What follows belongs to an exercise in optimizing a design on an open flow for small area, a short achievable clock period and few clock cycles; a production flow would make more cautious choices. The RTL was checked by simulation tests, not by an equivalence proof against the original design. Power and IR drop assume default switching activity.

==> v4: inputs <==
==> flow/design.v <==
module bc_rx_engine (
    input  wire       clk,
    input  wire       rst,         
    input  wire       in_valid,
    output wire       in_ready,
    input  wire       in_kind,     
    input  wire [2:0] in_op,
    input  wire [7:0] in_data,
    output wire       out_valid,
    output wire [7:0] out_data,
    output wire       out_last,
    input  wire       out_ready
);
    localparam integer CAP = 97;
    localparam integer IW  = 7;             
    localparam integer QD  = 2;             
    localparam integer QW  = 1;             
    localparam [7:0] MARKER = 8'h7A;
    localparam [7:0] ESCAPE = 8'h7B;
    localparam [2:0] OP_QFLAGS  = 3'd0;
    localparam [2:0] OP_POPD    = 3'd1;
    localparam [2:0] OP_POPDT   = 3'd2;
    localparam [2:0] OP_POPF    = 3'd3;
    localparam [2:0] OP_CLRD    = 3'd4;
    localparam [2:0] OP_CLRF    = 3'd5;
    localparam [2:0] OP_CLRC    = 3'd6;
    localparam [2:0] OP_SETMODE = 3'd7;
    localparam [1:0] K_ONE = 2'd0;          
    localparam [1:0] K_DAT = 2'd1;          
    localparam [1:0] K_FMT = 2'd2;          
    localparam [1:0] E_HDR = 2'd0;
    localparam [1:0] E_LEN = 2'd1;
    localparam [1:0] E_STA = 2'd2;
    localparam [1:0] E_PAY = 2'd3;
    function [IW-1:0] ring_inc;
        input [IW-1:0] a;
        begin
            ring_inc = (a == CAP - 1) ? {IW{1'b0}} : a + 1'b1;
        end
    endfunction
    function [IW-1:0] ring_dec;
        input [IW-1:0] a;
        begin
            ring_dec = (a == 0) ? CAP - 1 : a - 1'b1;
        end
    endfunction
    function in_range;
        input [IW-1:0] x;
        input [IW-1:0] p;
        input [IW:0]   r;
        reg   [IW:0]   t;
        reg   [IW:0]   d;
        begin
            t = {1'b0, x} - {1'b0, p};
            d = t[IW] ? t + CAP : t;
            in_range = d < r;
        end
    endfunction
    reg [7:0]    ring [0:CAP-1];
    reg          w_v;
    reg [IW-1:0] w_slot;        
    reg [7:0]    w_data;        
    always @(posedge clk) begin
        if (w_v)
            ring[w_slot] <= w_data;
    end
    reg       a_v;
    reg       a_kind;
    reg [2:0] a_op;
    reg [7:0] a_d;
    reg       a_mk;             
    reg       a_esc;            
    reg       a_st;             
    reg       a_out;            
    reg          tx_mode;
    reg          haz;           
    wire         q_full;
    wire a_block = (a_st && haz) || (a_out && q_full);
    wire go      = a_v && !a_block;
    assign in_ready = !a_v || !a_block;
    wire acc = in_valid && in_ready;
    always @(posedge clk) begin
        if (rst)
            a_v <= 1'b0;
        else
            a_v <= acc || (a_v && !go);
    end
    always @(posedge clk) begin
        if (acc) begin
            a_kind <= in_kind;
            a_op   <= in_op;
            a_d    <= in_data;
            a_mk   <= !in_kind && (in_data == MARKER);
            a_esc  <= !in_kind && (in_data == ESCAPE);
            a_st   <= !in_kind && (in_data != MARKER) && (in_data != ESCAPE);
            a_out  <= in_kind && !in_op[2];
        end
    end
    reg [IW-1:0] wrn;           
    reg [IW-1:0] start;
    reg [IW-1:0] cnt;           
    reg          lr_mk;         
    reg          lr_esc;        
    reg [IW-1:0] prev_start;
    reg [IW-1:0] prev_end;
    reg [IW-1:0] prev_n;        
    reg          prev_valid;
    reg [7:0]    prev_st;       
    reg [1:0]    len_hi;        
    reg          len_hi_ok;     
    reg [IW-1:0] need;          
    reg          need_ok;       
    reg          fmt_rdy, dat_rdy, in_pkt, ovl, cmd_done;
    wire step   = go && !a_kind;
    wire opstep = go && a_kind;
    wire rx     = step && !tx_mode;
    wire store  = rx && a_st;
    wire [IW-1:0] cnt_base  = in_pkt ? cnt : {IW{1'b0}};
    wire [IW-1:0] cnt_inc   = (cnt_base == CAP + 1) ? cnt_base : cnt_base + 1'b1;
    wire [7:0]    st_byte   = lr_esc ? {1'b0, a_d[6:0]} : a_d;
    wire [IW-1:0] wrn_inc   = ring_inc(wrn);
    wire [7:0]    need8     = {1'b0, len_hi, st_byte[7:3]} + (st_byte[2:0] != 3'd0) + 8'd3;
    wire          mk1_accept = !ovl && (cnt >= 3) && !w_data[7] && need_ok && (need == cnt);
    wire          mk2_fmt    = !ovl && (cnt == 7'd33);
    wire [IW:0]   fit_sum    = {1'b0, prev_n} + {1'b0, cnt};
    wire          mk2_reval  = prev_valid && (fit_sum <= CAP - 3) && !prev_st[7];
    wire          busy_q     = tx_mode ? !cmd_done : in_pkt;
    wire [IW-1:0] pay_n      = (a_op == OP_POPDT && {1'b0, a_d} < {1'b0, prev_n}) ? a_d[IW-1:0] : prev_n;
    always @(posedge clk) begin
        if (rst) begin
            wrn        <= 0;
            start      <= 0;
            cnt        <= 0;
            lr_mk      <= 1'b0;
            lr_esc     <= 1'b0;
            prev_start <= 0;
            prev_end   <= 0;
            prev_n     <= 0;
            prev_valid <= 1'b0;
            fmt_rdy    <= 1'b0;
            dat_rdy    <= 1'b0;
            in_pkt     <= 1'b0;
            ovl        <= 1'b0;
            cmd_done   <= 1'b1;
            tx_mode    <= 1'b0;
        end else begin
            if (step) begin
                if (tx_mode) begin
                    if (a_mk)
                        cmd_done <= 1'b1;
                end else if (a_mk) begin
                    if (lr_mk) begin
                        if (mk2_fmt)
                            fmt_rdy <= 1'b1;
                        if (mk2_reval)
                            dat_rdy <= 1'b1;
                    end else if (mk1_accept) begin
                        dat_rdy    <= 1'b1;
                        prev_start <= start;
                        prev_end   <= w_slot;
                        prev_n     <= cnt - 2'd3;
                        prev_valid <= 1'b1;
                    end
                    in_pkt <= 1'b0;
                end else begin
                    if (!in_pkt) begin
                        in_pkt  <= 1'b1;
                        dat_rdy <= 1'b0;
                        fmt_rdy <= 1'b0;
                        ovl     <= 1'b0;
                        start   <= wrn;
                    end
                    if (a_esc) begin
                        cnt <= cnt_base;
                    end else begin
                        wrn <= wrn_inc;
                        cnt <= cnt_inc;
                        if (cnt_inc > CAP)
                            ovl <= 1'b1;
                    end
                end
                lr_mk  <= a_mk;
                lr_esc <= a_esc;
            end
            if (opstep) begin
                case (a_op)
                    OP_POPD, OP_POPDT:
                        if (dat_rdy) begin
                            dat_rdy    <= 1'b0;
                            prev_valid <= 1'b0;
                        end
                    OP_POPF:    fmt_rdy  <= 1'b0;
                    OP_CLRD:    dat_rdy  <= 1'b0;
                    OP_CLRF:    fmt_rdy  <= 1'b0;
                    OP_CLRC:    cmd_done <= 1'b0;
                    OP_SETMODE: begin
                        tx_mode  <= a_d[0];
                        cmd_done <= 1'b1;
                    end
                    default: ;
                endcase
            end
        end
    end
    reg pblk;
    wire mk1_evt = rx && a_mk && !lr_mk && mk1_accept;
    always @(posedge clk)
        pblk <= !mk1_evt && in_range(wrn, prev_start, {1'b0, prev_n} + 2'd2);
    always @(posedge clk) begin
        if (rst)
            w_v <= 1'b0;
        else
            w_v <= store;
        if (store) begin
            w_slot  <= wrn;
            w_data  <= st_byte;
            if (wrn == prev_end)
                prev_st <= st_byte;
            if (cnt_base == 0) begin
                len_hi    <= st_byte[1:0];
                len_hi_ok <= (st_byte[7:2] == 6'd0);
            end
            if (cnt_base == 1) begin
                need    <= need8[IW-1:0];
                need_ok <= len_hi_ok && !need8[7];
            end
        end
        if (mk1_evt)
            prev_st <= w_data;
    end
    reg [1:0]    n_kind;
    reg [7:0]    n_byte;
    reg [IW-1:0] n_ptr;
    reg [IW-1:0] n_cnt;         
    reg          n_blk;
    always @(*) begin
        n_kind = K_ONE;
        n_byte = 8'h00;
        n_ptr  = prev_start;
        n_cnt  = pay_n;
        n_blk  = 1'b0;
        case (a_op)
            OP_QFLAGS:
                n_byte = {1'b0, busy_q, tx_mode, cmd_done, ovl, in_pkt, dat_rdy, fmt_rdy};
            OP_POPD, OP_POPDT:
                if (dat_rdy) begin
                    n_kind = K_DAT;
                    n_byte = prev_st;
                    n_blk  = pblk;
                end
            OP_POPF:
                if (fmt_rdy) begin
                    n_kind = K_FMT;
                    n_ptr  = start;
                    n_cnt  = 7'd33;
                end
            default: ;
        endcase
    end
    reg [1:0]    q_kind [0:QD-1];
    reg [7:0]    q_byte [0:QD-1];
    reg [IW-1:0] q_ptr  [0:QD-1];
    reg [IW-1:0] q_cnt  [0:QD-1];
    reg [QD-1:0] q_blk;
    reg [QD-1:0] q_val;
    reg [QW-1:0] q_wp, q_rp;
    reg          e_v;
    reg [1:0]    e_kind;
    reg [7:0]    e_byte;
    reg [IW-1:0] e_ptr;         
    reg [IW-1:0] e_cnt;         
    reg [1:0]    e_ph;
    reg          e_lc;          
    reg          e_blk;
    assign q_full = q_val[q_wp];
    reg       o_v, s_v;
    reg [7:0] o_d, s_d;
    reg       o_l, s_l;
    assign out_valid = o_v;
    assign out_data  = o_d;
    assign out_last  = o_l;
    wire pop  = o_v && out_ready;
    wire emit = e_v && !s_v;
    reg  [7:0] rd_byte;
    integer ri;
    always @(*) begin
        rd_byte = 8'h00;
        for (ri = 0; ri < CAP; ri = ri + 1)
            rd_byte = rd_byte | (ring[ri] & {8{e_ptr == ri}});
    end
    reg  [7:0] e_data;
    reg        e_last;
    reg        e_read;
    always @(*) begin
        e_read = 1'b0;
        case (e_ph)
            E_HDR: begin
                e_data = (e_kind == K_ONE) ? e_byte : 8'h01;
                e_last = (e_kind == K_ONE);
            end
            E_STA: begin
                e_data = e_byte;
                e_last = (e_cnt == 0);
            end
            E_LEN: begin
                e_data = rd_byte;
                e_last = 1'b0;
                e_read = 1'b1;
            end
            default: begin
                e_data = rd_byte;
                e_last = (e_cnt == 1);
                e_read = 1'b1;
            end
        endcase
    end
    wire e_rng = e_v && (e_kind != K_ONE) && ((e_ph == E_HDR) || (e_ph == E_LEN) || (e_cnt != 0));
    always @(posedge clk) begin
        if (rst) begin
            o_v <= 1'b0;
            s_v <= 1'b0;
        end else if (emit) begin
            if (!o_v || pop)
                o_v <= 1'b1;
            else
                s_v <= 1'b1;
        end else if (pop) begin
            o_v <= s_v;
            s_v <= 1'b0;
        end
    end
    always @(posedge clk) begin
        if (emit) begin
            if (!o_v || pop) begin
                o_d <= e_data;
                o_l <= e_last;
            end else begin
                s_d <= e_data;
                s_l <= e_last;
            end
        end else if (pop) begin
            o_d <= s_d;
            o_l <= s_l;
        end
    end
    wire push   = opstep && a_out;
    wire e_done = emit && e_last;
    wire e_load = !e_v || e_done;
    wire q_take = e_load && q_val[q_rp];
    reg [QD-1:0] q_blk_nx;
    integer qi;
    always @(*) begin
        for (qi = 0; qi < QD; qi = qi + 1)
            q_blk_nx[qi] = q_blk[qi] ||
                           (store && (q_kind[qi] != K_ONE) && (wrn_inc == q_ptr[qi]));
    end
    wire e_rd      = emit && e_read;
    wire e_blk_nx  = e_blk ? !(e_rd && (wrn == e_ptr))
                           : (store && !e_rd && e_rng && (wrn_inc == e_ptr));
    always @(posedge clk) begin
        if (rst) begin
            q_val <= {QD{1'b0}};
            q_wp  <= 0;
            q_rp  <= 0;
        end else begin
            if (push) begin
                q_val[q_wp] <= 1'b1;
                q_wp        <= (q_wp == QD - 1) ? 0 : q_wp + 1'b1;
            end
            if (q_take) begin
                q_val[q_rp] <= 1'b0;
                q_rp        <= (q_rp == QD - 1) ? 0 : q_rp + 1'b1;
            end
        end
    end
    always @(posedge clk) begin
        for (qi = 0; qi < QD; qi = qi + 1) begin
            if (push && q_wp == qi) begin
                q_kind[qi] <= n_kind;
                q_byte[qi] <= n_byte;
                q_ptr[qi]  <= n_ptr;
                q_cnt[qi]  <= n_cnt;
                q_blk[qi]  <= n_blk;
            end else begin
                q_blk[qi]  <= q_blk_nx[qi] && q_val[qi];
            end
        end
    end
    always @(posedge clk) begin
        if (rst) begin
            e_v   <= 1'b0;
            e_blk <= 1'b0;
        end else if (e_load) begin
            e_v   <= q_val[q_rp];
            e_blk <= q_val[q_rp] && q_blk_nx[q_rp];
        end else begin
            e_blk <= e_blk_nx;
        end
    end
    always @(posedge clk) begin
        if (rst)
            haz <= 1'b0;
        else
            haz <= |(q_blk_nx & q_val & ~({QD{q_take}} & (1 << q_rp))) ||
                   (push && n_blk) ||
                   (e_load ? (q_val[q_rp] && q_blk_nx[q_rp]) : e_blk_nx);
    end
    always @(posedge clk) begin
        if (e_load) begin
            e_kind <= q_kind[q_rp];
            e_byte <= q_byte[q_rp];
            e_ptr  <= q_ptr[q_rp];
            e_cnt  <= q_cnt[q_rp];
            e_ph   <= E_HDR;
            e_lc   <= 1'b0;
        end else if (emit) begin
            case (e_ph)
                E_HDR: e_ph <= (e_kind == K_DAT) ? E_LEN : E_PAY;
                E_LEN: begin
                    e_ptr <= ring_inc(e_ptr);
                    e_lc  <= 1'b1;
                    if (e_lc)
                        e_ph <= E_STA;
                end
                E_STA: e_ph <= E_PAY;
                E_PAY: begin
                    e_ptr <= ring_inc(e_ptr);
                    e_cnt <= e_cnt - 1'b1;
                end
            endcase
        end
    end
endmodule
==> flow/run.sh <==
#!/bin/bash
# synth_recipe.tcl (not shown) runs the flow's synth.tcl, then flattens the netlist and writes it again
# the make line also repeats each setting of config.mk as NAME=value (left out here)
make -C /OpenROAD-flow-scripts/flow DESIGN_CONFIG=/design/flow/config.mk WORK_HOME=/design/flow/orfs CLKGATE_MAP_FILE= SYNTH_SCRIPT=/design/flow/synth_recipe.tcl finish
==> flow/config.mk <==
export PLATFORM = sky130hd
export DESIGN_NAME = bc_rx_engine
export DESIGN_NICKNAME = bc_rx_engine
export VERILOG_FILES = /design/flow/design.v
export SDC_FILE = /design/flow/constraint.sdc
export NUM_CORES = 4
export LEC_CHECK = 0
export CAP_MARGIN = 20
export CORE_MARGIN = 2
export CORE_UTILIZATION = 40
export SLEW_MARGIN = 20
==> flow/constraint.sdc <==
create_clock -name core_clock -period 12.0 [get_ports {clk}]
set_input_delay 2.4000 -clock core_clock [delete_from_list [all_inputs] [get_ports {clk}]]
set_output_delay 2.4000 -clock core_clock [all_outputs]
set_load 0.01 [all_outputs]
==> v10 (differences from v4) <==
--- a/flow/design.v
+++ b/flow/design.v
@@ -64,10 +64,10 @@
         if (w_v)
             ring[w_slot] <= w_data;
     end
-    reg       a_v;
-    reg       a_kind;
-    reg [2:0] a_op;
-    reg [7:0] a_d;
+    reg       a_v, b_v;
+    reg       a_kind, b_kind;
+    reg [2:0] a_op, b_op;
+    reg [7:0] a_d, b_d;
     reg       a_mk;             
     reg       a_esc;            
     reg       a_st;             
@@ -75,25 +75,39 @@
     reg          tx_mode;
     reg          haz;           
     wire         q_full;
-    wire a_block = (a_st && haz) || (a_out && q_full);
+    wire a_block = (a_st && !tx_mode && haz) || (a_out && q_full);
     wire go      = a_v && !a_block;
-    assign in_ready = !a_v || !a_block;
-    wire acc = in_valid && in_ready;
+    wire a_free  = !a_v || go;
+    assign in_ready = !b_v;
+    wire acc = in_valid && !b_v;
     always @(posedge clk) begin
-        if (rst)
+        if (rst) begin
             a_v <= 1'b0;
-        else
-            a_v <= acc || (a_v && !go);
+            b_v <= 1'b0;
+        end else if (a_free) begin
+            a_v <= b_v || acc;
+            b_v <= 1'b0;
+        end else if (acc) begin
+            b_v <= 1'b1;
+        end
     end
+    wire       f_kind = b_v ? b_kind : in_kind;
+    wire [2:0] f_op   = b_v ? b_op   : in_op;
+    wire [7:0] f_d    = b_v ? b_d    : in_data;
     always @(posedge clk) begin
-        if (acc) begin
-            a_kind <= in_kind;
-            a_op   <= in_op;
-            a_d    <= in_data;
-            a_mk   <= !in_kind && (in_data == MARKER);
-            a_esc  <= !in_kind && (in_data == ESCAPE);
-            a_st   <= !in_kind && (in_data != MARKER) && (in_data != ESCAPE);
-            a_out  <= in_kind && !in_op[2];
+        if (!b_v) begin
+            b_kind <= in_kind;
+            b_op   <= in_op;
+            b_d    <= in_data;
+        end
+        if (a_free) begin
+            a_kind <= f_kind;
+            a_op   <= f_op;
+            a_d    <= f_d;
+            a_mk   <= !f_kind && (f_d == MARKER);
+            a_esc  <= !f_kind && (f_d == ESCAPE);
+            a_st   <= !f_kind && (f_d != MARKER) && (f_d != ESCAPE);
+            a_out  <= f_kind && !f_op[2];
         end
     end
     reg [IW-1:0] wrn;           
@@ -273,21 +287,15 @@
     reg          e_lc;          
     reg          e_blk;
     assign q_full = q_val[q_wp];
-    reg       o_v, s_v;
-    reg [7:0] o_d, s_d;
-    reg       o_l, s_l;
+    reg       o_v;
+    reg [7:0] o_d;
+    reg       o_l;
     assign out_valid = o_v;
     assign out_data  = o_d;
     assign out_last  = o_l;
     wire pop  = o_v && out_ready;
-    wire emit = e_v && !s_v;
-    reg  [7:0] rd_byte;
-    integer ri;
-    always @(*) begin
-        rd_byte = 8'h00;
-        for (ri = 0; ri < CAP; ri = ri + 1)
-            rd_byte = rd_byte | (ring[ri] & {8{e_ptr == ri}});
-    end
+    wire emit = e_v && (!o_v || out_ready);
+    wire [7:0] rd_byte = ring[e_ptr];
     reg  [7:0] e_data;
     reg        e_last;
     reg        e_read;
@@ -316,31 +324,17 @@
     end
     wire e_rng = e_v && (e_kind != K_ONE) && ((e_ph == E_HDR) || (e_ph == E_LEN) || (e_cnt != 0));
     always @(posedge clk) begin
-        if (rst) begin
+        if (rst)
+            o_v <= 1'b0;
+        else if (emit)
+            o_v <= 1'b1;
+        else if (pop)
             o_v <= 1'b0;
-            s_v <= 1'b0;
-        end else if (emit) begin
-            if (!o_v || pop)
-                o_v <= 1'b1;
-            else
-                s_v <= 1'b1;
-        end else if (pop) begin
-            o_v <= s_v;
-            s_v <= 1'b0;
-        end
     end
     always @(posedge clk) begin
         if (emit) begin
-            if (!o_v || pop) begin
-                o_d <= e_data;
-                o_l <= e_last;
-            end else begin
-                s_d <= e_data;
-                s_l <= e_last;
-            end
-        end else if (pop) begin
-            o_d <= s_d;
-            o_l <= s_l;
+            o_d <= e_data;
+            o_l <= e_last;
         end
     end
     wire push   = opstep && a_out;
==> flow_results.org <==
** Run status
- The run finished with no timing, DRC or antenna violations.

** Routing
- The final route contains 29330 vias.
- The detailed router finished its first iteration with 5323 violations.

** Floorplan
- Initial standard-cell utilization of the core :: 0.4048

** Worst setup path
- Capturing point of the worst reg2reg path :: o_d[1]
(the above is from v4)
==> flow_results.org <==
** Run status
- The run finished with no timing, DRC or antenna violations.

** Worst setup path
- The worst register-to-register path ends at o_d[4].

** Power
- Logic power comb :: 0.171 mW

** Logic synthesis
- Measured against the total synthesized area, the mux share comes to 0.1531.
- Of all cell types, the one taking the most synthesized area is edfxtp_1.

** Layout
- Total inserted antenna cells :: 0

** Routing
- After the first detailed-routing iteration, the DRC count stood at 2385.
(the above is from v10)
Testbench counts of v4, summed over its fixed seeds: cycles 12,035.
Testbench counts of v10, summed over its fixed seeds: cycles 12,035.

what the ideal ports hide:
How much do the figures lean on ideal ports? The routed layouts below were timed once more, with nothing changed but the port constraints. Step 1 (the two cells are an assumption about what drives the block):
set clk [get_ports {clk}]
set_driving_cell -lib_cell sky130_fd_sc_hd__clkbuf_16 $clk
set_driving_cell -lib_cell sky130_fd_sc_hd__buf_2 [delete_from_list [all_inputs] $clk]
Step 2 also shifts input and output timing later by t, the mid clock arrival at the registers, as if the neighbouring blocks saw the same clock. Slacks: ideal / step 1 / step 2; pairs: ideal / step 1.
run	t (ns)	setup slack, ns	hold slack, ns	slew at the worst register clock pin (ns)
v4	0.766	6.522 / 6.522 / 6.522	0.453 / 0.453 / 0.453	0.07 / 0.07
v10	0.733	7.513 / 7.513 / 7.407	0.452 / 0.452 / 0.452	0.07 / 0.07
After both steps every run listed still meets setup and hold. The setup slack of v10, which loses most, moves by 0.000 ns with the drivers and by -0.106 ns with both steps.
